Context: an optimization exercise on an open-source flow, tuned for small area, a short achievable clock period and few clock cycles per item. The choices shown serve that exercise and are no tape-out recipe.
In this exercise RTL edits were held to simulation tests only and were not proved equivalent to the original.

File: flow/config.mk
export PLATFORM = sky130hd
export DESIGN_NAME = curl_sponge
export DESIGN_NICKNAME = curl_sponge
export VERILOG_FILES = /design/flow/design.v
export SDC_FILE = /design/flow/constraint.sdc
export NUM_CORES = 4
export LEC_CHECK = 0
export CAP_MARGIN = 30
export CORE_MARGIN = 2
export CORE_UTILIZATION = 35
export SETUP_SLACK_MARGIN = 4
export SLEW_MARGIN = 30
export SYNTH_HIERARCHICAL = 1
export SYNTH_MINIMUM_KEEP_SIZE = 0
File: flow/constraint.sdc
create_clock -name core_clock -period 7.5 [get_ports {clk}]
set_input_delay 1.5000 -clock core_clock [delete_from_list [all_inputs] [get_ports {clk}]]
set_output_delay 1.5000 -clock core_clock [all_outputs]
set_load 0.01 [all_outputs]
File: flow/design.v
module curl_sym2trits(sym, trits);
  input [4:0] sym;
  wire [4:0] sym;
  output [5:0] trits;
  wire [5:0] trits;
  wire _060_;
  wire _061_;
  wire _062_;
  wire _063_;
  wire _064_;
  wire _065_;
  wire _066_;
  wire _067_;
  wire _068_;
  wire _069_;
  wire _070_;
  wire _071_;
  wire _072_;
  wire _073_;
  wire _074_;
  wire _075_;
  wire _076_;
  wire _077_;
  wire _078_;
  wire _079_;
  wire _080_;
  wire _081_;
  wire _082_;
  wire _083_;
  wire _084_;
  wire _085_;
  wire _086_;
  wire _087_;
  wire _088_;
  wire _089_;
  wire _090_;
  wire _091_;
  wire _092_;
  wire _093_;
  wire _094_;
  wire _095_;
  wire _096_;
  wire _097_;
  wire _098_;
  wire _099_;
  wire _100_;
  wire _101_;
  wire _102_;
  wire _103_;
  wire _104_;
  wire _105_;
  wire _106_;
  wire _107_;
  wire _108_;
  wire _109_;
  wire _110_;
  wire _111_;
  wire _112_;
  wire _113_;
  wire _114_;
  wire _115_;
  wire _116_;
  wire _117_;
  wire _118_;
  wire _119_;
  wire _120_;
  wire _121_;
  wire _122_;
  wire _123_;
  wire _124_;
  wire _125_;
  wire _126_;
  wire _127_;
  wire _128_;
  wire _129_;
  wire _130_;
  wire _131_;
  wire _132_;
  wire _133_;
  wire _134_;
  wire _135_;
  wire _136_;
  wire _137_;
  wire _138_;
  wire _139_;
  wire _140_;
  wire _141_;
  wire _142_;
  wire _143_;
  wire _144_;
  wire _145_;
  wire _146_;
  wire _147_;
  wire _148_;
  wire _149_;
  wire _150_;
  wire _151_;
  wire _152_;
  wire _153_;
  wire _154_;
  wire _155_;
  wire _156_;
  wire _157_;
  wire _158_;
  wire _159_;
  wire _160_;
  wire _161_;
  wire _162_;
  wire _163_;
  wire _164_;
  wire _165_;
  wire \_27_.A ;
  wire \_27_.Y ;
  wire \_28_.A ;
  wire \_28_.Y ;
  wire \_29_.A ;
  wire \_29_.Y ;
  wire \_30_.A ;
  wire \_30_.Y ;
  wire \_31_.A ;
  wire \_31_.Y ;
  wire \_32_.A ;
  wire \_32_.B ;
  wire \_32_.Y ;
  wire \_33_.A1 ;
  wire \_33_.A2 ;
  wire \_33_.B1 ;
  wire \_33_.Y ;
  wire \_34_.A_N ;
  wire \_34_.B ;
  wire \_34_.Y ;
  wire \_35_.A ;
  wire \_35_.B ;
  wire \_35_.Y ;
  wire \_36_.A ;
  wire \_36_.B ;
  wire \_36_.Y ;
  wire \_37_.A1 ;
  wire \_37_.A2 ;
  wire \_37_.B1 ;
  wire \_37_.Y ;
  wire \_38_.A1 ;
  wire \_38_.A2 ;
  wire \_38_.B1 ;
  wire \_38_.Y ;
  wire \_39_.A ;
  wire \_39_.B ;
  wire \_39_.Y ;
  wire \_40_.A ;
  wire \_40_.B ;
  wire \_40_.Y ;
  wire \_41_.A1 ;
  wire \_41_.A2 ;
  wire \_41_.B1 ;
  wire \_41_.Y ;
  wire \_42_.A ;
  wire \_42_.B ;
  wire \_42_.Y ;
  wire \_43_.A ;
  wire \_43_.B ;
  wire \_43_.C ;
  wire \_43_.Y ;
  wire \_44_.A ;
  wire \_44_.Y ;
  wire \_45_.A ;
  wire \_45_.B ;
  wire \_45_.Y ;
  wire \_46_.A ;
  wire \_46_.Y ;
  wire \_47_.A ;
  wire \_47_.B ;
  wire \_47_.C ;
  wire \_47_.Y ;
  wire \_48_.A1 ;
  wire \_48_.A2 ;
  wire \_48_.B1_N ;
  wire \_48_.Y ;
  wire \_49_.A ;
  wire \_49_.B ;
  wire \_49_.Y ;
  wire \_50_.A ;
  wire \_50_.B ;
  wire \_50_.Y ;
  wire \_51_.A1 ;
  wire \_51_.A2 ;
  wire \_51_.B1 ;
  wire \_51_.Y ;
  wire \_52_.A1 ;
  wire \_52_.A2 ;
  wire \_52_.B1 ;
  wire \_52_.X ;
  wire \_53_.A1 ;
  wire \_53_.A2 ;
  wire \_53_.B1 ;
  wire \_53_.Y ;
  wire \_54_.A1 ;
  wire \_54_.A2 ;
  wire \_54_.B1 ;
  wire \_54_.B2 ;
  wire \_54_.Y ;
  wire \_55_.A1 ;
  wire \_55_.A2 ;
  wire \_55_.B1 ;
  wire \_55_.Y ;
  wire \_56_.A ;
  wire \_56_.B ;
  wire \_56_.Y ;
  wire \_57_.A1 ;
  wire \_57_.A2 ;
  wire \_57_.B1 ;
  wire \_57_.B2 ;
  wire \_57_.Y ;
  wire \_58_.A1 ;
  wire \_58_.A2 ;
  wire \_58_.B1 ;
  wire \_58_.B2 ;
  wire \_58_.C1 ;
  wire \_58_.Y ;
  wire \_59_.A1 ;
  wire \_59_.A2 ;
  wire \_59_.B1 ;
  wire \_59_.C1 ;
  wire \_59_.Y ;
  assign \_32_.A  = ~sym[0];
  assign \_35_.A  = ~sym[1];
  assign \_42_.A  = ~sym[2];
  assign \_34_.B  = ~sym[3];
  assign \_37_.A1  = ~sym[4];
  assign \_33_.B1  = _060_ & _061_;
  assign _060_ = ~\_32_.A ;
  assign _061_ = ~sym[1];
  assign _066_ = _062_ & _063_;
  assign _067_ = _064_ & _065_;
  assign \_34_.A_N  = _066_ | _067_;
  assign _062_ = ~\_32_.A ;
  assign _063_ = ~\_33_.B1 ;
  assign _064_ = ~sym[1];
  assign _065_ = ~\_33_.B1 ;
  assign \_35_.B  = \_34_.A_N  | _068_;
  assign _068_ = ~\_34_.B ;
  assign \_52_.A1  = _069_ | _070_;
  assign _069_ = ~\_35_.A ;
  assign _070_ = ~\_35_.B ;
  assign \_37_.A2  = _071_ & _072_;
  assign _071_ = ~\_32_.A ;
  assign _072_ = ~\_35_.A ;
  assign _076_ = _073_ & _074_;
  assign \_38_.B1  = _076_ | _075_;
  assign _073_ = ~\_37_.A1 ;
  assign _074_ = ~\_37_.A2 ;
  assign _075_ = ~sym[2];
  assign _081_ = _077_ & _078_;
  assign _082_ = _079_ & _080_;
  assign \_39_.B  = _081_ | _082_;
  assign _077_ = ~\_35_.A ;
  assign _078_ = ~\_38_.B1 ;
  assign _079_ = ~\_35_.B ;
  assign _080_ = ~\_38_.B1 ;
  assign \_40_.B  = _083_ & _084_;
  assign _083_ = ~sym[3];
  assign _084_ = ~\_39_.B ;
  assign \_41_.B1  = _085_ & _086_;
  assign _085_ = ~sym[4];
  assign _086_ = ~\_40_.B ;
  assign _091_ = _087_ & _088_;
  assign _092_ = _089_ & _090_;
  assign \_41_.Y  = _091_ | _092_;
  assign _087_ = ~sym[4];
  assign _088_ = ~\_41_.B1 ;
  assign _089_ = ~\_40_.B ;
  assign _090_ = ~\_41_.B1 ;
  assign \_48_.A2  = _093_ & _094_;
  assign _093_ = ~\_42_.A ;
  assign _094_ = ~sym[3];
  assign _098_ = _095_ & _096_;
  assign \_44_.A  = _098_ & _097_;
  assign _095_ = ~sym[0];
  assign _096_ = ~\_35_.A ;
  assign _097_ = ~sym[3];
  assign \_58_.A1  = ~\_44_.A ;
  assign \_46_.A  = _099_ & _100_;
  assign _099_ = ~sym[2];
  assign _100_ = ~sym[4];
  assign \_47_.B  = ~\_46_.A ;
  assign _104_ = _101_ & _102_;
  assign \_48_.B1_N  = _104_ & _103_;
  assign _101_ = ~\_37_.A2 ;
  assign _102_ = ~\_47_.B ;
  assign _103_ = ~\_44_.A ;
  assign _107_ = _105_ & _106_;
  assign \_49_.B  = _107_ | \_48_.B1_N ;
  assign _105_ = ~\_37_.A1 ;
  assign _106_ = ~\_48_.A2 ;
  assign \_49_.Y  = _108_ & _109_;
  assign _108_ = ~\_39_.B ;
  assign _109_ = ~\_49_.B ;
  assign \_54_.B2  = _110_ & _111_;
  assign _110_ = ~\_42_.A ;
  assign _111_ = ~\_37_.A1 ;
  assign _115_ = _112_ & _113_;
  assign \_52_.A2  = _115_ | _114_;
  assign _112_ = ~\_42_.A ;
  assign _113_ = ~\_37_.A1 ;
  assign _114_ = ~\_47_.B ;
  assign _116_ = \_52_.A1  & \_49_.B ;
  assign _117_ = \_52_.A2  & \_49_.B ;
  assign \_52_.X  = _116_ | _117_;
  assign _121_ = _118_ & _119_;
  assign \_55_.A2  = _121_ | _120_;
  assign _118_ = ~\_34_.B ;
  assign _119_ = ~\_33_.B1 ;
  assign _120_ = ~\_35_.B ;
  assign _130_ = _122_ & _123_;
  assign _131_ = _124_ & _125_;
  assign _132_ = _126_ & _127_;
  assign _133_ = _128_ & _129_;
  assign _134_ = _130_ | _131_;
  assign _135_ = _134_ | _132_;
  assign \_55_.B1  = _135_ | _133_;
  assign _122_ = ~\_52_.A1 ;
  assign _123_ = ~\_44_.A ;
  assign _124_ = ~\_52_.A1 ;
  assign _125_ = ~\_54_.B2 ;
  assign _126_ = ~\_48_.B1_N ;
  assign _127_ = ~\_44_.A ;
  assign _128_ = ~\_48_.B1_N ;
  assign _129_ = ~\_54_.B2 ;
  assign _139_ = _136_ & _137_;
  assign \_55_.Y  = _139_ | _138_;
  assign _136_ = ~\_52_.A2 ;
  assign _137_ = ~\_55_.A2 ;
  assign _138_ = ~\_55_.B1 ;
  assign \_57_.A2  = _140_ & _141_;
  assign _140_ = ~\_34_.B ;
  assign _141_ = ~\_46_.A ;
  assign _146_ = _142_ & _143_;
  assign _147_ = _144_ & _145_;
  assign \_58_.C1  = _146_ | _147_;
  assign _142_ = ~\_34_.A_N ;
  assign _143_ = ~\_54_.B2 ;
  assign _144_ = ~\_33_.B1 ;
  assign _145_ = ~\_57_.A2 ;
  assign _153_ = _148_ & _149_;
  assign _154_ = _150_ & _151_;
  assign _155_ = _153_ | _154_;
  assign \_58_.Y  = _155_ | _152_;
  assign _148_ = ~\_47_.B ;
  assign _149_ = ~\_55_.A2 ;
  assign _150_ = ~\_58_.A1 ;
  assign _151_ = ~\_52_.A2 ;
  assign _152_ = ~\_58_.C1 ;
  assign _162_ = _156_ & _157_;
  assign _163_ = _162_ & _158_;
  assign _164_ = _159_ & _160_;
  assign _165_ = _164_ & _161_;
  assign \_59_.Y  = _163_ | _165_;
  assign _156_ = ~sym[1];
  assign _157_ = ~sym[4];
  assign _158_ = ~\_40_.B ;
  assign _159_ = ~\_57_.A2 ;
  assign _160_ = ~sym[4];
  assign _161_ = ~\_40_.B ;
  assign \_54_.B1  = \_44_.A ;
  assign \_54_.Y  = \_55_.B1 ;
  assign \_53_.A1  = \_34_.B ;
  assign \_53_.A2  = \_33_.B1 ;
  assign \_53_.B1  = \_35_.B ;
  assign \_53_.Y  = \_55_.A2 ;
  assign \_52_.B1  = \_49_.B ;
  assign \_51_.A1  = \_42_.A ;
  assign \_51_.A2  = \_37_.A1 ;
  assign \_51_.B1  = \_47_.B ;
  assign \_51_.Y  = \_52_.A2 ;
  assign \_50_.A  = \_42_.A ;
  assign \_50_.B  = \_37_.A1 ;
  assign \_50_.Y  = \_54_.B2 ;
  assign \_49_.A  = \_39_.B ;
  assign \_55_.A1  = \_52_.A2 ;
  assign \_48_.A1  = \_37_.A1 ;
  assign \_48_.Y  = \_49_.B ;
  assign \_47_.A  = \_37_.A2 ;
  assign \_47_.C  = \_44_.A ;
  assign \_47_.Y  = \_48_.B1_N ;
  assign \_46_.Y  = \_47_.B ;
  assign \_45_.A  = sym[2];
  assign \_45_.B  = sym[4];
  assign \_45_.Y  = \_46_.A ;
  assign \_56_.Y  = \_57_.A2 ;
  assign \_44_.Y  = \_58_.A1 ;
  assign \_56_.B  = \_46_.A ;
  assign \_43_.A  = sym[0];
  assign \_43_.B  = \_35_.A ;
  assign \_43_.C  = sym[3];
  assign \_43_.Y  = \_44_.A ;
  assign \_56_.A  = \_34_.B ;
  assign \_42_.B  = sym[3];
  assign \_42_.Y  = \_48_.A2 ;
  assign \_41_.A1  = sym[4];
  assign \_41_.A2  = \_40_.B ;
  assign \_40_.A  = sym[4];
  assign \_40_.Y  = \_41_.B1 ;
  assign \_39_.A  = sym[3];
  assign \_39_.Y  = \_40_.B ;
  assign \_38_.A1  = \_35_.A ;
  assign \_38_.A2  = \_35_.B ;
  assign \_38_.Y  = \_39_.B ;
  assign \_37_.B1  = sym[2];
  assign \_37_.Y  = \_38_.B1 ;
  assign \_36_.A  = \_32_.A ;
  assign \_36_.B  = \_35_.A ;
  assign \_36_.Y  = \_37_.A2 ;
  assign \_35_.Y  = \_52_.A1 ;
  assign \_57_.Y  = \_58_.C1 ;
  assign \_34_.Y  = \_35_.B ;
  assign \_57_.B2  = \_54_.B2 ;
  assign \_33_.A1  = \_32_.A ;
  assign \_33_.A2  = sym[1];
  assign \_33_.Y  = \_34_.A_N ;
  assign \_57_.B1  = \_34_.A_N ;
  assign \_32_.B  = sym[1];
  assign \_32_.Y  = \_33_.B1 ;
  assign \_31_.A  = sym[4];
  assign \_31_.Y  = \_37_.A1 ;
  assign \_57_.A1  = \_33_.B1 ;
  assign \_30_.A  = sym[3];
  assign \_30_.Y  = \_34_.B ;
  assign \_54_.A1  = \_52_.A1 ;
  assign \_29_.A  = sym[2];
  assign \_29_.Y  = \_42_.A ;
  assign \_28_.A  = sym[1];
  assign \_28_.Y  = \_35_.A ;
  assign \_27_.A  = sym[0];
  assign \_27_.Y  = \_32_.A ;
  assign \_58_.B2  = \_55_.A2 ;
  assign \_58_.B1  = \_47_.B ;
  assign \_58_.A2  = \_52_.A2 ;
  assign \_54_.A2  = \_48_.B1_N ;
  assign \_59_.C1  = \_40_.B ;
  assign \_59_.B1  = sym[4];
  assign \_59_.A2  = \_57_.A2 ;
  assign \_59_.A1  = sym[1];
  assign trits = { \_59_.Y , \_41_.Y , \_49_.Y , \_52_.X , \_55_.Y , \_58_.Y  };
endmodule
module curl_trits2sym(trits, sym);
  input [5:0] trits;
  wire [5:0] trits;
  output [4:0] sym;
  wire [4:0] sym;
  wire _073_;
  wire _074_;
  wire _075_;
  wire _076_;
  wire _077_;
  wire _078_;
  wire _079_;
  wire _080_;
  wire _081_;
  wire _082_;
  wire _083_;
  wire _084_;
  wire _085_;
  wire _086_;
  wire _087_;
  wire _088_;
  wire _089_;
  wire _090_;
  wire _091_;
  wire _092_;
  wire _093_;
  wire _094_;
  wire _095_;
  wire _096_;
  wire _097_;
  wire _098_;
  wire _099_;
  wire _100_;
  wire _101_;
  wire _102_;
  wire _103_;
  wire _104_;
  wire _105_;
  wire _106_;
  wire _107_;
  wire _108_;
  wire _109_;
  wire _110_;
  wire _111_;
  wire _112_;
  wire _113_;
  wire _114_;
  wire _115_;
  wire _116_;
  wire _117_;
  wire _118_;
  wire _119_;
  wire _120_;
  wire _121_;
  wire _122_;
  wire _123_;
  wire _124_;
  wire _125_;
  wire _126_;
  wire _127_;
  wire _128_;
  wire _129_;
  wire _130_;
  wire _131_;
  wire _132_;
  wire _133_;
  wire _134_;
  wire _135_;
  wire _136_;
  wire _137_;
  wire _138_;
  wire _139_;
  wire _140_;
  wire _141_;
  wire _142_;
  wire _143_;
  wire _144_;
  wire _145_;
  wire _146_;
  wire _147_;
  wire _148_;
  wire _149_;
  wire _150_;
  wire _151_;
  wire _152_;
  wire _153_;
  wire _154_;
  wire _155_;
  wire _156_;
  wire _157_;
  wire _158_;
  wire _159_;
  wire _160_;
  wire _161_;
  wire _162_;
  wire _163_;
  wire _164_;
  wire _165_;
  wire _166_;
  wire _167_;
  wire _168_;
  wire _169_;
  wire _170_;
  wire _171_;
  wire _172_;
  wire _173_;
  wire _174_;
  wire _175_;
  wire _176_;
  wire _177_;
  wire _178_;
  wire _179_;
  wire _180_;
  wire _181_;
  wire _182_;
  wire _183_;
  wire _184_;
  wire _185_;
  wire _186_;
  wire _187_;
  wire _188_;
  wire _189_;
  wire _190_;
  wire _191_;
  wire _192_;
  wire _193_;
  wire _194_;
  wire _195_;
  wire _196_;
  wire _197_;
  wire _198_;
  wire _199_;
  wire _200_;
  wire _201_;
  wire _202_;
  wire _203_;
  wire _204_;
  wire _205_;
  wire _206_;
  wire _207_;
  wire _208_;
  wire _209_;
  wire _210_;
  wire _211_;
  wire _212_;
  wire \_34_.A ;
  wire \_34_.Y ;
  wire \_35_.A ;
  wire \_35_.Y ;
  wire \_36_.A1 ;
  wire \_36_.A2 ;
  wire \_36_.B1 ;
  wire \_36_.Y ;
  wire \_37_.A ;
  wire \_37_.Y ;
  wire \_38_.A ;
  wire \_38_.B ;
  wire \_38_.Y ;
  wire \_39_.A ;
  wire \_39_.B ;
  wire \_39_.C ;
  wire \_39_.Y ;
  wire \_40_.A ;
  wire \_40_.B ;
  wire \_40_.C ;
  wire \_40_.D ;
  wire \_40_.Y ;
  wire \_41_.A ;
  wire \_41_.Y ;
  wire \_42_.A ;
  wire \_42_.B ;
  wire \_42_.Y ;
  wire \_43_.A ;
  wire \_43_.B ;
  wire \_43_.C ;
  wire \_43_.Y ;
  wire \_44_.A ;
  wire \_44_.B ;
  wire \_44_.C ;
  wire \_44_.Y ;
  wire \_45_.A1 ;
  wire \_45_.A2 ;
  wire \_45_.A3 ;
  wire \_45_.B1 ;
  wire \_45_.Y ;
  wire \_46_.A ;
  wire \_46_.B ;
  wire \_46_.Y ;
  wire \_47_.A ;
  wire \_47_.B ;
  wire \_47_.Y ;
  wire \_48_.A1 ;
  wire \_48_.A2 ;
  wire \_48_.B1 ;
  wire \_48_.Y ;
  wire \_49_.A1 ;
  wire \_49_.A2 ;
  wire \_49_.B1 ;
  wire \_49_.Y ;
  wire \_50_.A1 ;
  wire \_50_.A2 ;
  wire \_50_.B1 ;
  wire \_50_.Y ;
  wire \_51_.A1 ;
  wire \_51_.A2 ;
  wire \_51_.B1 ;
  wire \_51_.Y ;
  wire \_52_.A1 ;
  wire \_52_.A2 ;
  wire \_52_.B1 ;
  wire \_52_.C1 ;
  wire \_52_.Y ;
  wire \_53_.A ;
  wire \_53_.Y ;
  wire \_54_.A ;
  wire \_54_.B ;
  wire \_54_.Y ;
  wire \_55_.A1 ;
  wire \_55_.A2 ;
  wire \_55_.B1 ;
  wire \_55_.C1 ;
  wire \_55_.Y ;
  wire \_56_.A1 ;
  wire \_56_.A2 ;
  wire \_56_.B1 ;
  wire \_56_.Y ;
  wire \_57_.A ;
  wire \_57_.B ;
  wire \_57_.Y ;
  wire \_58_.A1 ;
  wire \_58_.A2 ;
  wire \_58_.B1 ;
  wire \_58_.Y ;
  wire \_59_.A1 ;
  wire \_59_.A2 ;
  wire \_59_.B1 ;
  wire \_59_.Y ;
  wire \_60_.A1 ;
  wire \_60_.A2 ;
  wire \_60_.B1 ;
  wire \_60_.B2 ;
  wire \_60_.Y ;
  wire \_61_.A ;
  wire \_61_.B ;
  wire \_61_.C ;
  wire \_61_.Y ;
  wire \_62_.A1 ;
  wire \_62_.A2 ;
  wire \_62_.B1 ;
  wire \_62_.C1 ;
  wire \_62_.Y ;
  wire \_63_.A ;
  wire \_63_.B ;
  wire \_63_.Y ;
  wire \_64_.A ;
  wire \_64_.B ;
  wire \_64_.C ;
  wire \_64_.Y ;
  wire \_65_.A ;
  wire \_65_.B ;
  wire \_65_.Y ;
  wire \_66_.A ;
  wire \_66_.B ;
  wire \_66_.C ;
  wire \_66_.Y ;
  wire \_67_.A ;
  wire \_67_.B ;
  wire \_67_.Y ;
  wire \_68_.A ;
  wire \_68_.B ;
  wire \_68_.C ;
  wire \_68_.Y ;
  wire \_69_.A ;
  wire \_69_.B ;
  wire \_69_.Y ;
  wire \_70_.A ;
  wire \_70_.B ;
  wire \_70_.Y ;
  wire \_71_.A1 ;
  wire \_71_.A2 ;
  wire \_71_.B1 ;
  wire \_71_.Y ;
  wire \_72_.A ;
  wire \_72_.B ;
  wire \_72_.Y ;
  assign \_44_.C  = ~trits[5];
  assign \_39_.C  = ~trits[3];
  assign _076_ = _073_ & _074_;
  assign \_40_.D  = _076_ | _075_;
  assign _073_ = ~trits[1];
  assign _074_ = ~trits[0];
  assign _075_ = ~trits[2];
  assign \_39_.B  = ~trits[2];
  assign \_39_.A  = _077_ & _078_;
  assign _077_ = ~trits[1];
  assign _078_ = ~trits[0];
  assign _082_ = _079_ | _080_;
  assign \_40_.A  = _082_ | _081_;
  assign _079_ = ~\_39_.A ;
  assign _080_ = ~\_39_.B ;
  assign _081_ = ~\_39_.C ;
  assign _087_ = _083_ | _084_;
  assign _088_ = _087_ | _085_;
  assign \_45_.A1  = _088_ | _086_;
  assign _083_ = ~\_40_.A ;
  assign _084_ = ~\_39_.C ;
  assign _085_ = ~trits[4];
  assign _086_ = ~\_40_.D ;
  assign \_43_.C  = ~trits[4];
  assign \_43_.A  = _089_ & _090_;
  assign _089_ = ~trits[1];
  assign _090_ = ~trits[2];
  assign _094_ = _091_ | _092_;
  assign \_45_.A3  = _094_ | _093_;
  assign _091_ = ~\_43_.A ;
  assign _092_ = ~\_39_.C ;
  assign _093_ = ~\_43_.C ;
  assign _098_ = _095_ & _096_;
  assign \_45_.B1  = _098_ & _097_;
  assign _095_ = ~trits[2];
  assign _096_ = ~trits[3];
  assign _097_ = ~\_44_.C ;
  assign _105_ = _099_ & _100_;
  assign _106_ = _101_ & _102_;
  assign _107_ = _103_ & _104_;
  assign _108_ = _105_ | _106_;
  assign \_45_.Y  = _108_ | _107_;
  assign _099_ = ~\_45_.A1 ;
  assign _100_ = ~\_45_.B1 ;
  assign _101_ = ~\_44_.C ;
  assign _102_ = ~\_45_.B1 ;
  assign _103_ = ~\_45_.A3 ;
  assign _104_ = ~\_45_.B1 ;
  assign \_47_.B  = _109_ & _110_;
  assign _109_ = ~trits[1];
  assign _110_ = ~\_43_.C ;
  assign \_48_.B1  = _111_ | _112_;
  assign _111_ = ~\_40_.A ;
  assign _112_ = ~\_47_.B ;
  assign _116_ = _113_ & _114_;
  assign \_51_.A1  = _116_ | _115_;
  assign _113_ = ~trits[3];
  assign _114_ = ~\_43_.A ;
  assign _115_ = ~\_48_.B1 ;
  assign _120_ = _117_ & _118_;
  assign \_50_.B1  = _120_ | _119_;
  assign _117_ = ~\_39_.C ;
  assign _118_ = ~\_39_.A ;
  assign _119_ = ~trits[5];
  assign _125_ = _121_ & _122_;
  assign _126_ = _123_ & _124_;
  assign \_51_.B1  = _125_ | _126_;
  assign _121_ = ~\_39_.B ;
  assign _122_ = ~\_50_.B1 ;
  assign _123_ = ~\_39_.C ;
  assign _124_ = ~\_50_.B1 ;
  assign _131_ = _127_ & _128_;
  assign _132_ = _129_ & _130_;
  assign \_51_.Y  = _131_ | _132_;
  assign _127_ = ~\_51_.A1 ;
  assign _128_ = ~\_51_.B1 ;
  assign _129_ = ~\_44_.C ;
  assign _130_ = ~\_51_.B1 ;
  assign _139_ = _133_ & _134_;
  assign _140_ = _139_ & _135_;
  assign _141_ = _136_ & _137_;
  assign _142_ = _141_ & _138_;
  assign \_60_.A2  = _140_ | _142_;
  assign _133_ = ~\_39_.B ;
  assign _134_ = ~trits[1];
  assign _135_ = ~trits[3];
  assign _136_ = ~trits[0];
  assign _137_ = ~trits[1];
  assign _138_ = ~trits[3];
  assign \_54_.A  = ~trits[1];
  assign \_56_.A2  = _143_ | _144_;
  assign _143_ = ~\_54_.A ;
  assign _144_ = ~trits[3];
  assign _149_ = _145_ & _146_;
  assign _150_ = _149_ | _147_;
  assign \_56_.A1  = _150_ | _148_;
  assign _145_ = ~trits[1];
  assign _146_ = ~trits[2];
  assign _147_ = ~\_39_.C ;
  assign _148_ = ~\_40_.D ;
  assign _155_ = _151_ & _152_;
  assign _156_ = _153_ & _154_;
  assign \_60_.B2  = _155_ | _156_;
  assign _151_ = ~\_56_.A1 ;
  assign _152_ = ~trits[4];
  assign _153_ = ~\_56_.A2 ;
  assign _154_ = ~trits[4];
  assign \_59_.A2  = _157_ & _158_;
  assign _157_ = ~trits[1];
  assign _158_ = ~\_39_.C ;
  assign _162_ = _159_ & _160_;
  assign \_59_.A1  = _162_ | _161_;
  assign _159_ = ~trits[1];
  assign _160_ = ~trits[0];
  assign _161_ = ~trits[4];
  assign _166_ = _163_ & _164_;
  assign \_60_.B1  = _166_ | _165_;
  assign _163_ = ~\_59_.A1 ;
  assign _164_ = ~\_59_.A2 ;
  assign _165_ = ~\_44_.C ;
  assign _171_ = _167_ & _168_;
  assign _172_ = _169_ & _170_;
  assign \_60_.Y  = _171_ | _172_;
  assign _167_ = ~\_60_.B1 ;
  assign _168_ = ~\_60_.B2 ;
  assign _169_ = ~\_50_.B1 ;
  assign _170_ = ~\_60_.A2 ;
  assign _176_ = _173_ | _174_;
  assign \_66_.C  = _176_ | _175_;
  assign _173_ = ~\_40_.D ;
  assign _174_ = ~\_39_.C ;
  assign _175_ = ~trits[4];
  assign _181_ = _177_ & _178_;
  assign _182_ = _181_ | _179_;
  assign \_65_.B  = _182_ | _180_;
  assign _177_ = ~trits[3];
  assign _178_ = ~\_39_.B ;
  assign _179_ = ~\_54_.A ;
  assign _180_ = ~trits[0];
  assign \_64_.A  = _183_ | _184_;
  assign _183_ = ~\_54_.A ;
  assign _184_ = ~trits[0];
  assign _188_ = _185_ | _186_;
  assign \_65_.A  = _188_ | _187_;
  assign _185_ = ~\_64_.A ;
  assign _186_ = ~trits[2];
  assign _187_ = ~\_39_.C ;
  assign \_66_.A  = _189_ | _190_;
  assign _189_ = ~\_65_.A ;
  assign _190_ = ~\_65_.B ;
  assign _194_ = _191_ | _192_;
  assign \_69_.A  = _194_ | _193_;
  assign _191_ = ~\_66_.A ;
  assign _192_ = ~\_44_.C ;
  assign _193_ = ~\_66_.C ;
  assign \_68_.A  = _195_ | _196_;
  assign _195_ = ~\_66_.C ;
  assign _196_ = ~\_44_.C ;
  assign _200_ = _197_ | _198_;
  assign \_69_.B  = _200_ | _199_;
  assign _197_ = ~\_68_.A ;
  assign _198_ = ~\_65_.B ;
  assign _199_ = ~\_65_.A ;
  assign \_69_.Y  = _201_ | _202_;
  assign _201_ = ~\_69_.A ;
  assign _202_ = ~\_69_.B ;
  assign \_72_.B  = _203_ | _204_;
  assign _203_ = ~\_45_.A3 ;
  assign _204_ = ~\_44_.C ;
  assign _209_ = _205_ & _206_;
  assign _210_ = _207_ & _208_;
  assign \_72_.A  = _209_ | _210_;
  assign _205_ = ~\_40_.D ;
  assign _206_ = ~\_43_.C ;
  assign _207_ = ~\_39_.C ;
  assign _208_ = ~\_43_.C ;
  assign \_72_.Y  = _211_ & _212_;
  assign _211_ = ~\_72_.A ;
  assign _212_ = ~\_72_.B ;
  assign \_62_.A1  = trits[3];
  assign \_62_.A2  = \_39_.B ;
  assign \_62_.B1  = \_54_.A ;
  assign \_62_.C1  = trits[0];
  assign \_62_.Y  = \_65_.B ;
  assign \_64_.Y  = \_65_.A ;
  assign \_61_.A  = \_40_.D ;
  assign \_61_.B  = \_39_.C ;
  assign \_61_.C  = trits[4];
  assign \_61_.Y  = \_66_.C ;
  assign \_64_.C  = \_39_.C ;
  assign \_60_.A1  = \_50_.B1 ;
  assign \_64_.B  = trits[2];
  assign \_59_.B1  = \_44_.C ;
  assign \_59_.Y  = \_60_.B1 ;
  assign \_58_.A1  = trits[1];
  assign \_58_.A2  = trits[0];
  assign \_58_.B1  = trits[4];
  assign \_58_.Y  = \_59_.A1 ;
  assign \_57_.A  = trits[1];
  assign \_57_.B  = \_39_.C ;
  assign \_57_.Y  = \_59_.A2 ;
  assign \_56_.B1  = trits[4];
  assign \_56_.Y  = \_60_.B2 ;
  assign \_55_.A1  = trits[1];
  assign \_55_.A2  = trits[2];
  assign \_55_.B1  = \_39_.C ;
  assign \_55_.C1  = \_40_.D ;
  assign \_55_.Y  = \_56_.A1 ;
  assign \_65_.Y  = \_66_.A ;
  assign \_54_.B  = trits[3];
  assign \_54_.Y  = \_56_.A2 ;
  assign \_53_.A  = trits[1];
  assign \_53_.Y  = \_54_.A ;
  assign \_52_.A1  = \_39_.B ;
  assign \_52_.A2  = trits[0];
  assign \_52_.B1  = trits[1];
  assign \_52_.C1  = trits[3];
  assign \_52_.Y  = \_60_.A2 ;
  assign \_51_.A2  = \_44_.C ;
  assign \_50_.A1  = \_39_.B ;
  assign \_50_.A2  = \_39_.C ;
  assign \_50_.Y  = \_51_.B1 ;
  assign \_49_.A1  = \_39_.C ;
  assign \_49_.A2  = \_39_.A ;
  assign \_49_.B1  = trits[5];
  assign \_49_.Y  = \_50_.B1 ;
  assign \_48_.A1  = trits[3];
  assign \_48_.A2  = \_43_.A ;
  assign \_48_.Y  = \_51_.A1 ;
  assign \_47_.A  = \_40_.A ;
  assign \_47_.Y  = \_48_.B1 ;
  assign \_66_.Y  = \_69_.A ;
  assign \_46_.A  = trits[1];
  assign \_46_.B  = \_43_.C ;
  assign \_46_.Y  = \_47_.B ;
  assign \_45_.A2  = \_44_.C ;
  assign \_66_.B  = \_44_.C ;
  assign \_44_.A  = trits[2];
  assign \_44_.B  = trits[3];
  assign \_44_.Y  = \_45_.B1 ;
  assign \_43_.B  = \_39_.C ;
  assign \_43_.Y  = \_45_.A3 ;
  assign \_42_.A  = trits[1];
  assign \_42_.B  = trits[2];
  assign \_42_.Y  = \_43_.A ;
  assign \_41_.A  = trits[4];
  assign \_41_.Y  = \_43_.C ;
  assign \_40_.B  = \_39_.C ;
  assign \_40_.C  = trits[4];
  assign \_40_.Y  = \_45_.A1 ;
  assign \_67_.Y  = \_68_.A ;
  assign \_39_.Y  = \_40_.A ;
  assign \_67_.B  = \_44_.C ;
  assign \_38_.A  = trits[1];
  assign \_38_.B  = trits[0];
  assign \_38_.Y  = \_39_.A ;
  assign \_67_.A  = \_66_.C ;
  assign \_37_.A  = trits[2];
  assign \_37_.Y  = \_39_.B ;
  assign \_63_.A  = \_54_.A ;
  assign \_36_.A1  = trits[1];
  assign \_36_.A2  = trits[0];
  assign \_36_.B1  = trits[2];
  assign \_36_.Y  = \_40_.D ;
  assign \_35_.A  = trits[3];
  assign \_35_.Y  = \_39_.C ;
  assign \_34_.A  = trits[5];
  assign \_34_.Y  = \_44_.C ;
  assign \_68_.Y  = \_69_.B ;
  assign \_68_.C  = \_65_.A ;
  assign \_68_.B  = \_65_.B ;
  assign \_63_.B  = trits[0];
  assign \_63_.Y  = \_64_.A ;
  assign \_70_.Y  = \_72_.B ;
  assign \_70_.B  = \_44_.C ;
  assign \_70_.A  = \_45_.A3 ;
  assign \_71_.Y  = \_72_.A ;
  assign \_71_.B1  = \_43_.C ;
  assign \_71_.A2  = \_39_.C ;
  assign \_71_.A1  = \_40_.D ;
  assign sym = { \_72_.Y , \_45_.Y , \_51_.Y , \_60_.Y , \_69_.Y  };
endmodule
module curl_tmix_012_312 (
  input  wire [1:0] x,
  input  wire [1:0] y,
  output wire [1:0] z
);
  assign z[1] = ((~(x[0])&~(y[1])&~(y[0])) | (~(x[1])&~(((~(y[1])&~(y[0]))))));
  assign z[0] = ((~(x[0])&~(((~(x[1])&~(x[0])&~(y[1]))))) | (~(y[1])&~(((~(x[1])&~(x[0])&~(y[1]))))));
endmodule
module curl_tmix_312_012 (
  input  wire [1:0] x,
  input  wire [1:0] y,
  output wire [1:0] z
);
  assign z[1] = ((~(x[1])&~(y[0])) | (~(((~(x[1])) | (~(x[0])) | (~(y[0]))))));
  assign z[0] = ((~(x[1])&~(x[0])) | (~(x[1])&~(((~(y[1])) | (~(y[0]))))) | (~(y[1])&~(x[0])) | (~(y[0])&~(x[0])) | (~(y[1])&~(((~(y[1])) | (~(y[0]))))) | (~(y[0])&~(((~(y[1])) | (~(y[0]))))));
endmodule
module curl_tmix_312_312 (
  input  wire [1:0] x,
  input  wire [1:0] y,
  output wire [1:0] z
);
  assign z[1] = (((x[1])&(y[1])&(y[0])) | ((x[0])&(((~(y[1])) | (~(y[0]))))));
  assign z[0] = ((~(x[1])&~(((~(x[1])&~(y[0]))))) | (~(x[0])&~(((~(x[1])&~(y[0]))))) | (~(y[0])&~(((~(x[1])&~(y[0]))))));
endmodule
module curl_round_012_312 (
  input  wire [1457:0] old_state,
  output wire [1457:0] new_state
);
  curl_tmix_012_312 u_t0 (.x(old_state[0 +: 2]), .y(old_state[2*364 +: 2]), .z(new_state[0 +: 2]));
  genvar i;
  generate
    for (i = 0; i < 364; i = i + 1) begin : g_pair
      curl_tmix_012_312 u_odd  (.x(old_state[2*(364 - i) +: 2]), .y(old_state[2*(728 - i) +: 2]), .z(new_state[2*(2*i + 1) +: 2]));
      curl_tmix_012_312 u_even (.x(old_state[2*(728 - i) +: 2]), .y(old_state[2*(363 - i) +: 2]), .z(new_state[2*(2*i + 2) +: 2]));
    end
  endgenerate
endmodule
module curl_round_312_012 (
  input  wire [1457:0] old_state,
  output wire [1457:0] new_state
);
  curl_tmix_312_012 u_t0 (.x(old_state[0 +: 2]), .y(old_state[2*364 +: 2]), .z(new_state[0 +: 2]));
  genvar i;
  generate
    for (i = 0; i < 364; i = i + 1) begin : g_pair
      curl_tmix_312_012 u_odd  (.x(old_state[2*(364 - i) +: 2]), .y(old_state[2*(728 - i) +: 2]), .z(new_state[2*(2*i + 1) +: 2]));
      curl_tmix_312_012 u_even (.x(old_state[2*(728 - i) +: 2]), .y(old_state[2*(363 - i) +: 2]), .z(new_state[2*(2*i + 2) +: 2]));
    end
  endgenerate
endmodule
module curl_round_312_312 (
  input  wire [1457:0] old_state,
  output wire [1457:0] new_state
);
  curl_tmix_312_312 u_t0 (.x(old_state[0 +: 2]), .y(old_state[2*364 +: 2]), .z(new_state[0 +: 2]));
  genvar i;
  generate
    for (i = 0; i < 364; i = i + 1) begin : g_pair
      curl_tmix_312_312 u_odd  (.x(old_state[2*(364 - i) +: 2]), .y(old_state[2*(728 - i) +: 2]), .z(new_state[2*(2*i + 1) +: 2]));
      curl_tmix_312_312 u_even (.x(old_state[2*(728 - i) +: 2]), .y(old_state[2*(363 - i) +: 2]), .z(new_state[2*(2*i + 2) +: 2]));
    end
  endgenerate
endmodule
module curl_sponge (
  input  wire         clk,
  input  wire         rst,         
  input  wire         in_valid,
  input  wire         in_first,    
  input  wire [404:0] in_chunk,    
  output wire         in_ready,
  output reg          out_valid,
  output wire [404:0] out_digest   
);
  localparam STATE_BITS = 1458;    
  localparam SLOT_BITS  = 486;     
  localparam CYCLES     = 9;   
  reg  [STATE_BITS-1:0] state;
  reg  [404:0]          out_q;
  reg                   busy;      
  reg                   open_;     
  reg                   zero_up;   
  reg  [3:0]            cyc;
  wire [SLOT_BITS-1:0]  chunk_trits;
  wire [404:0]          digest;
  wire [STATE_BITS-1:0] rs [0:3];
  genvar k;
  generate
    for (k = 0; k < 81; k = k + 1) begin : g_dec
      curl_sym2trits u_dec (
        .sym  (in_chunk[5*k +: 5]),
        .trits(chunk_trits[6*k +: 6])
      );
    end
  endgenerate
  assign rs[0] = state;
  curl_round_012_312 u_r0 (.old_state(rs[0]), .new_state(rs[1]));
  curl_round_312_312 u_r1 (.old_state(rs[1]), .new_state(rs[2]));
  curl_round_312_012 u_r2 (.old_state(rs[2]), .new_state(rs[3]));
  assign in_ready = open_;
  wire accept = in_valid && open_;
  wire last   = busy && (cyc == CYCLES - 1);
  wire clear  = (zero_up && !busy) || (accept && in_first);
  always @(posedge clk) begin
    if (open_)
      state[SLOT_BITS-1:0] <= chunk_trits;
    else
      state[SLOT_BITS-1:0] <= rs[3][SLOT_BITS-1:0];
  end
  genvar u;
  generate
    for (u = SLOT_BITS / 2; u < STATE_BITS / 2; u = u + 1) begin : g_up
      always @(posedge clk) begin
        if (clear)
          state[2*u +: 2] <= 2'b01;
        else if (busy)
          state[2*u +: 2] <= rs[3][2*u +: 2];
      end
    end
    for (k = 0; k < 81; k = k + 1) begin : g_enc
      curl_trits2sym u_enc (
        .trits(rs[3][6*k +: 6]),
        .sym  (digest[5*k +: 5])
      );
    end
  endgenerate
  always @(posedge clk)
    out_q <= digest;
  assign out_digest = out_q;
  always @(posedge clk) begin
    if (rst) begin
      busy      <= 1'b0;
      open_     <= 1'b1;
      zero_up   <= 1'b1;
      cyc       <= 4'd0;
      out_valid <= 1'b0;
    end else begin
      out_valid <= last;
      if (!busy) zero_up <= 1'b0;
      if (accept) begin
        busy  <= 1'b1;
        open_ <= (CYCLES == 1);
        cyc   <= 4'd0;
      end else if (last) begin
        busy  <= 1'b0;
        open_ <= 1'b1;
      end else if (busy) begin
        cyc   <= cyc + 4'd1;
        open_ <= (cyc == CYCLES - 2);
      end
    end
  end
endmodule
File: flow/flow/run.sh
#!/bin/bash
# Own layout flow: the standard layout (standard.sh), except that synthesis
# maps the logic with other ABC scripts (flow/procs.tcl). Registers, their
# names and cell types are those of the standard synthesis.
set -euo pipefail
W=$(pwd)
export MY_FLOW=$W/flow
export MY_ABC_GROUPS="deep.abc=curl_tmix_*;codec.abc=curl_sym2trits curl_trits2sym;area.abc=curl_sponge curl_round_*"
cat "$MY_FLOW/procs.tcl" "$W/synth_recipe.tcl" > "$W/own_synth.tcl"
sed "s#SYNTH_SCRIPT=[^ ]*#SYNTH_SCRIPT=$W/own_synth.tcl#" "$W/standard.sh" > "$W/own_synth.sh"
bash "$W/own_synth.sh" synth > "$W/synth.log" 2>&1
bash "$W/standard.sh" > "$W/layout.log" 2>&1
File: flow/flow/area.abc
strash
&get -n
&st
&dch
&nf -a
&put
File: flow/flow/codec.abc
strash
dch
amap
File: flow/flow/deep.abc
strash
&get -n
&deepsyn -T 20
&put
amap
File: flow/flow/procs.tcl
proc abc {args} {
  set i [lsearch -exact $args -script]
  foreach group [split $::env(MY_ABC_GROUPS) ";"] {
    lassign [split $group "="] script mods
    set a $args
    lset a [expr {$i + 1}] $::env(MY_FLOW)/$script
    yosys abc {*}$a {*}$mods
  }
}
proc extract_fa {args} { puts "extract_fa skipped" }
File: flow/standard.sh
#!/bin/bash
# synth_recipe.tcl (not shown) runs the flow's synth.tcl, then flattens the netlist and writes it again
# the make line also repeats each setting of config.mk as NAME=value (left out here)
make -C /OpenROAD-flow-scripts/flow DESIGN_CONFIG=/design/flow/config.mk WORK_HOME=/design/flow/orfs CLKGATE_MAP_FILE= SYNTH_SCRIPT=/design/flow/synth_recipe.tcl "${@:-finish}"
==> flow_metrics.tcl, run 1 <==
set metrics [dict create \
    setup-violations-final 0 \
    cts_tree "done" \
    final_layout_size_suffix_gt1_share_pct 5.20 \
    grt_use_total_pct 34.0 \
    finalCriticalPeriod_ps 3600 \
    worst_r2r_endpoint "out_q[51]$_DFF_P_" \
    dpl_cell_area_um2 151000 \
    num_vias 156576 \
    path_max_fanout 7 \
    yosys.area.top_type_share_pct 26.8 \
    worstPathRequired_ps 8440 \
    rsz0062_at_grt "true" \
    cap_violations 0 \
    ys_warn_count 7 \
    synthArstFlopShare_pct 0 \
    fp.coreArea_um2 399000 \
    first_pass_iters 10 \
    dp_hpwl_um 608000 \
    slew_headroom_pct 17.0 \
    tightest_slew_ps 1250 \
    final.setup_skew_ps 121 \
    reg2reg_from "state[539]$_SDFFE_PP0P_" \
    synth_ff_type "dfxtp_1" \
    die_w_um 636 \
    grt_max_degree 137 \
    drc_errors 0 \
    wl_per_cell_um 28.9 \
    postCtsHoldBufs 0 \
    htreeDepth 4 \
    grt_pass1_wl_um 984000 \
    synth.cell_area_um2 140000 \
    path_clk_slew_ps 60 \
    synth_area_leader_cell "dfxtp_1" \
    synth_fp_nets 19883 \
    cp_cell_sequence "o32ai_1 > nor2_1 > a31oi_2 > nand3_1 > o21ai_1 > nor2_1 > nor2_1 > nor2_1 > nor2_1 > nor2_1 > o31ai_1" \
    finalSetupTns_ps 0 \
    ant_nets 0 \
    synth_seq_cells 1871 \
    portBuffers 815 \
    rows 232 \
    cpMaxStageDelayCell "o32ai_1" \
    design_area_um2 161000 \
    crit_end "out_q[51]$_DFF_P_" \
    cts_root_buf "clkbuf_16" \
    antenna_found_initial 77 \
    max_stage_delay_ps 880 \
    fin_nets 20291 \
    ys_top_cells_by_count "3647 x nor2_1, 2270 x nand2_1, 1871 x dfxtp_1, 1299 x a21oi_1" \
    r2r_setup_slack_ps 3900 \
    clock_sinks 1871 \
    synth.yosys.seq_area_share_pct 26.8 \
    syn2layout_area_growth_pct 15.3 \
    vias_per_cell 6.15 \
    synthCells 19474 \
    gp_congestion 1.09 \
    startpoint "state[539]$_SDFFE_PP0P_" \
    ys_top_cells_by_area "dfxtp_1 27%, nor2_1 9.8%, mux2i_1 7.0%, nand2_1 6.1%, a32o_1 5.2%" \
    clk_latency_ps 1110 \
    ys_types 33 \
    drt-initial-drc-count 21304 \
    cp-end-kind "flip-flop" \
    reg2regPathDepth 11 \
    cp-start-kind "flip-flop" \
    hold_class "flip-flop to flip-flop" \
    fin_crit_sh_pct 48.1 \
    floorplan.initialDensity_pct 35.1 \
    routed_wl_um 735000 \
    critPathArrivalTime_ps 4550 \
    synth_area_per_cell_um2 7.19 \
    synth-edff-count 0 \
    fmax_mhz 277 \
    clockBufferDepth 4 \
    maxSlewViolCount 0 \
    numCtsBuffers 240 \
    grt_pass1_vias 127510 \
    yosys.cell_count.top_type "nor2_1" \
    die-height_um 636 \
    cpMostUsedCell "nor2_1" \
    die-area_um2 405000 \
    outcome "finished clean" \
    ios 816 \
    crit_type "flip-flop to flip-flop" \
    gr-total-overflow 0 \
    hold_viol 0 \
    whs_ps 537 \
    post-route-util_pct 40.5 \
]
-- stage by stage --
stage / setup slack, ps / instances
2_1_floorplan: -55880 / 19474
3_5_place_dp: 3310 / 24893
6_report: 3900 / 25440
3_3_place_gp: 2870 / 24881
4_1_cts: 3750 / 25343
5_1_grt: 3820 / 25408
-- final cells by class --
cell class                 count  area, um2
clock buffer                 318       6720
antenna                       88        220
sequential                  1871      37500
tap                         5265       6590
inverter                    1055       3960
timing repair buffer        1057      10200
multi-input combinational  15657      94400
fill                       40815     237000
clock inverter               129       1860
-- Yosys stat by module, one instance, submodules excluded, a selection --
module,area [um2],cells,flip-flops and latches,copies in the design
curl_tmix_312_312,23.8,4,0,729
curl_trits2sym,204,39,0,81
curl_tmix_312_012,22.5,4,0,729
curl_tmix_012_312,22.5,4,0,729
curl_sym2trits,208,40,0,81
curl_sponge,56500,4327,1871,1
-- worst min path at each step --
stage                    startpoint                   end  slack, ps  cells past startpoint
3_5_place_dp    cyc[3]$_SDFFE_PP0P_   cyc[3]$_SDFFE_PP0P_        530                      2
5_1_grt        zero_up$_SDFFE_PP1N_  zero_up$_SDFFE_PP1N_        590                      1
6_report        cyc[3]$_SDFFE_PP0P_   cyc[3]$_SDFFE_PP0P_        540                      2
2_1_floorplan  zero_up$_SDFFE_PP1N_  zero_up$_SDFFE_PP1N_        480                      1
4_1_cts         cyc[3]$_SDFFE_PP0P_   cyc[3]$_SDFFE_PP0P_        550                      2
3_3_place_gp    cyc[3]$_SDFFE_PP0P_   cyc[3]$_SDFFE_PP0P_        520                      2
-- layout by cell type, fill, tap and decap left out, types with 82 or more instances in the layout --
master | Yosys | final
diode_2 | 0 | 88
clkbuf_16 | 0 | 242
nand2_1 | 2270 | 2270
o21ai_1 | 0 | 101
mux2_1 | 486 | 486
buf_4 | 891 | 218
a21oi_1 | 1299 | 1241
a32oi_1 | 729 | 690
o32ai_2 | 0 | 151
o21bai_1 | 82 | 82
o21ai_0 | 974 | 834
nand3_1 | 812 | 812
clkdlybuf4s50_1 | 0 | 797
o31ai_1 | 162 | 158
o22ai_1 | 243 | 243
a32o_1 | 729 | 722
o32ai_1 | 729 | 569
a211oi_1 | 82 | 82
nor2_1 | 3647 | 3647
a31oi_1 | 891 | 828
mux2i_1 | 972 | 972
dfxtp_1 | 1871 | 1851
nor3_1 | 1055 | 1055
clkinv_1 | 1055 | 1055
-- worst max-delay path: cells and delay by family (launching register included) --
kind / cells / cell delay, ps
compound gates: 4 / 2210
simple gates: 7 / 890
flops: 1 / 420
-- flip-flops by register name, summed over array words and instances (netlist names) --
name	cells
out_valid	1
cyc	4
busy	1
state	1458
zero_up	1
open_	1
out_q	405
-- timing repair --
action,4_1_cts,5_1_grt
setup buffers,3,0
cloned,0,0
resized for setup,80,210
endpoints found under the setup margin,93,234
-- kinds of logic after synthesis --
family | share of synthesized area (%)
and+or+nand+nor | 22.6
AOI/OAI and AO/OA | 31.7
DFF | 26.8
buffers and inverters | 7.61
xor gates and xnor gates | 0.519
muxes | 10.9
-- routing by layer --
layer  vias up  GRT usage (%)  wire (um)  share of wire, %
li1      74344              -          -                 -
met1     72585           43.4     290000                39
met2      8164           49.8     300000                41
met3      1439           8.55      81500                11
met4        44           24.2      63000               8.6
met5         -              0        319             0.043
Testbench counts, summed over its fixed seeds: cycles 8,648, items 960.
==> run 2: changes to the inputs <==
==> flow/flow/run.sh (replaced) <==
#!/bin/bash
# Own layout flow: the standard layout (standard.sh), except that synthesis
# maps the logic with other ABC scripts (flow/procs.tcl). Registers, their
# names and cell types are those of the standard synthesis. Every port still
# gets a buffer, but a plain buf_1 rather than the delay cell buffer_ports picks.
set -euo pipefail
W=$(pwd)
export MY_FLOW=$W/flow
export MY_ABC_GROUPS="deep.abc=curl_tmix_*;codec.abc=curl_sym2trits curl_trits2sym;area.abc=curl_sponge curl_round_*"
cat "$MY_FLOW/procs.tcl" "$W/synth_recipe.tcl" > "$W/own_synth.tcl"
sed "s#SYNTH_SCRIPT=[^ ]*#SYNTH_SCRIPT=$W/own_synth.tcl#" "$W/standard.sh" > "$W/own_synth.sh"
bash "$W/own_synth.sh" synth > "$W/synth.log" 2>&1
export BUFFER_PORTS_ARGS="-buffer_cell sky130_fd_sc_hd__buf_1"
bash "$W/standard.sh" > "$W/layout.log" 2>&1
--- a/flow/config.mk
+++ b/flow/config.mk
@@ -7,7 +7,7 @@
 export LEC_CHECK = 0
 export CAP_MARGIN = 30
 export CORE_MARGIN = 2
-export CORE_UTILIZATION = 35
+export CORE_UTILIZATION = 40
 export SETUP_SLACK_MARGIN = 4
 export SLEW_MARGIN = 30
 export SYNTH_HIERARCHICAL = 1
==> run 2 against run 1 <==
Net effect:
- highest routed layer unchanged
- largest cell class unchanged
- cell area shrank 4.0%
- global-route usage grew 4.5 points
- worst hold slack gained 20 ps
- non-clock buffer count grew 16
- sequential share of layout area grew 0.96 points
- register-to-register slack lost 70 ps
- synthesized area is the same
- critical path depth shrank 4
==> flow_metrics.tcl, run 2 <==
set metrics [dict create \
    outcome "finished clean" \
    postCtsHoldBufs 0 \
    reg_top3 "state: 1458 flops, out_q: 405 flops, cyc: 4 flops" \
    gr-total-overflow 0 \
    worstPathRequired_ps 8400 \
    crit_end "state[1407]$_SDFFE_PP0P_" \
    finalSetupTns_ps 0 \
    fmax_mhz 272 \
    synth_seq_cells 1871 \
    ys_top_cells_by_count "3647 x nor2_1, 2270 x nand2_1, 1871 x dfxtp_1, 1299 x a21oi_1" \
    grt_pass1_wl_um 975000 \
    vias_per_cell 6.37 \
    path_clk_slew_ps 70 \
    instances_no_fill 24774 \
    fp.coreArea_um2 349000 \
    clk_latency_ps 1040 \
    routed_wl_um 726000 \
    fin_crit_sh_pct 49.0 \
    hold_viol 0 \
    nFillCells 35283 \
    critPathArrivalTime_ps 4570 \
    grt_max_degree 146 \
    ant_nets 0 \
    tightest_slew_ps 1270 \
    syn2layout_area_growth_pct 10.7 \
    synth.yosys.seq_area_share_pct 26.8 \
    slew_headroom_pct 14.4 \
    grt_use_total_pct 38.5 \
    synthArstFlopShare_pct 0 \
    num_vias 157933 \
    portBuffers 815 \
    r2r_setup_slack_ps 3830 \
    ys_warn_count 7 \
    dp.cells 24246 \
    startpoint "state[7]$_DFF_P_" \
    cts_tree "done" \
    dp_hpwl_um 601000 \
    crit_type "flip-flop to flip-flop" \
    synth_area_per_cell_um2 7.19 \
    synthCells 19474 \
    gp_congestion 1.07 \
    drt-initial-drc-count 23160 \
    ys_top_cells_by_area "dfxtp_1 27%, nor2_1 9.8%, mux2i_1 7.0%, nand2_1 6.1%, a32o_1 5.2%" \
    cts_root_buf "clkbuf_16" \
    synth_fp_nets 19883 \
    rows 217 \
    rsz0062_at_grt "true" \
    grt_pass1_vias 127217 \
    clock_sinks 1871 \
    final_layout_size_suffix_gt1_share_pct 4.84 \
    ios 816 \
    cp-start-kind "flip-flop" \
    synth-edff-count 0 \
    drc_errors 0 \
    htreeDepth 4 \
    setup-violations-final 0 \
    reg2regPathDepth 7 \
    regMostFlops "state" \
    fin_nets 20301 \
    mostFrequentLayoutCell "nor2_1" \
    cp-end-kind "flip-flop" \
    yosys.cell_count.top_type "nor2_1" \
    reg2reg_from "state[7]$_DFF_P_" \
    synth_area_leader_cell "dfxtp_1" \
    cts_setup_buffers 0 \
    synth_ff_type "dfxtp_1" \
    antenna_found_initial 92 \
    ys_types 33 \
    final.setup_skew_ps 94.9 \
    largest_reg_flops 1458 \
    finalCriticalPeriod_ps 3670 \
    dp_slack_ps 3790 \
    post-route-util_pct 44.4 \
    first_pass_iters 10 \
    wl_per_cell_um 29.3 \
    cap_violations 0 \
    floorplan.initialDensity_pct 40.1 \
    die-height_um 596 \
    path_max_fanout 6 \
    synth.cell_area_um2 140000 \
    numCtsBuffers 234 \
    setup_slack_ps 3830 \
    mostFrequentLayoutCells "3647 x nor2_1, 2270 x nand2_1, 1861 x dfxtp_1, 1259 x a21oi_1" \
    die-area_um2 355000 \
    worst_r2r_endpoint "state[1407]$_SDFFE_PP0P_" \
    hold_class "flip-flop to flip-flop" \
    maxSlewViolCount 0 \
    yosys.area.top_type_share_pct 26.8 \
    clockBufferDepth 4 \
    die_w_um 596 \
]
[run 2: cell counts after synthesis]
Identical to the previous run, type by type.
[run 2: stage by stage]
| step | cell area (um2) | hold WS, ps |
|---|---|---|
| detailed placement | 145000 | 546 |
| global placement | 144000 | 528 |
| global route | 155000 | 603 |
| finish | 155000 | 556 |
| CTS | 154000 | 558 |
| floorplan | 140000 | 484 |
[run 2: area by class of cell]
| cell class | instances | area (um2) | share of cell area, % |
|---|---|---|---|
| sequential | 1871 | 37500 | 24.2 |
| clock buffer | 295 | 6500 | 4.19 |
| antenna | 92 | 230 | 0.149 |
| tap | 4599 | 5750 | 3.71 |
| timing repair buffer | 1073 | 5240 | 3.38 |
| clock inverter | 132 | 1890 | 1.22 |
| inverter | 1055 | 3960 | 2.56 |
| multi-input combinational | 15657 | 93900 | 60.6 |
[run 2: logic make-up after synthesis]
| group | after synthesis | share of synthesized area (%) |
|---|---|---|
| and+or+nand+nor | 7788 | 22.6 |
| AOI/OAI and AO/OA | 6328 | 31.7 |
| buffers and inverters | 1946 | 7.61 |
| DFF | 1871 | 26.8 |
| muxes | 1458 | 10.9 |
| xor gates and xnor gates | 83 | 0.519 |
[run 2: timing repair]
action,in CTS,in global routing
endpoints found under the setup margin,20,182
pin swaps,0,0
resized for setup,11,153
[run 2: how the worst min path moves through the flow]
stage               cells after the start                 start  slack, ps                    to
finish                                  2   cyc[1]$_SDFFE_PP0P_        560   cyc[1]$_SDFFE_PP0P_
global route                            1   cyc[0]$_SDFFE_PP0P_        600   cyc[0]$_SDFFE_PP0P_
CTS                                     1   cyc[0]$_SDFFE_PP0P_        560   cyc[0]$_SDFFE_PP0P_
detailed placement                      1   cyc[0]$_SDFFE_PP0P_        550   cyc[0]$_SDFFE_PP0P_
global placement                        2   cyc[3]$_SDFFE_PP0P_        530   cyc[3]$_SDFFE_PP0P_
floorplan                               1  zero_up$_SDFFE_PP1N_        480  zero_up$_SDFFE_PP1N_
[run 2: critical path: stages (launching register included)]
cell and delay [ps]:
dfxtp_1 710, nor3_1 130, a21oi_1 860, nand2_1 110, a32o_1 460, o21ai_0 1000, mux2i_1 170, nor2_1 130
[run 2: per-layer routing]
metal  up-vias  wire [um]  global-route usage (%)
met5         -        463                       0
met4        68      57100                    25.1
met3      1433      85500                    9.80
met2      8667     294000                    55.8
met1     73330     289000                    50.4
li1      74435          -                       -
[run 2: per-module statistics from Yosys (local to each module, per instance), excerpt]
module,times used,area [um2]
curl_trits2sym,81,204
curl_tmix_312_012,729,22.5
curl_sym2trits,81,208
curl_sponge,1,56500
curl_tmix_312_312,729,23.8
curl_tmix_012_312,729,22.5

## what the ideal ports hide
The results above use ideal ports. As a check the final layouts listed here were re-extracted and re-timed, cells and wires unchanged.
Step 1: set_driving_cell puts a clkbuf_16 on clk and a buf_2 on each other input, an assumption about the parent block.
Step 2, shift: input delay + t, output delay - t, t = (earliest + latest rising clock arrival at the registers) / 2. This alone moves slack from input paths to output paths.
a / b / c = ideal ports / drivers / drivers and shift; a / b = the first two.
run	t (ns)	setup WS [ns]	hold slack, ns
run 1	1.149	3.896 / 3.896 / 3.293	0.537 / 0.537 / 0.537
run 2	1.112	3.828 / 3.828 / 3.660	0.556 / 0.556 / 0.556
After both steps every run listed still meets setup and hold. For run 1, which loses most, drivers alone change the setup slack by 0.000 ns; drivers and shift together by -0.603 ns.
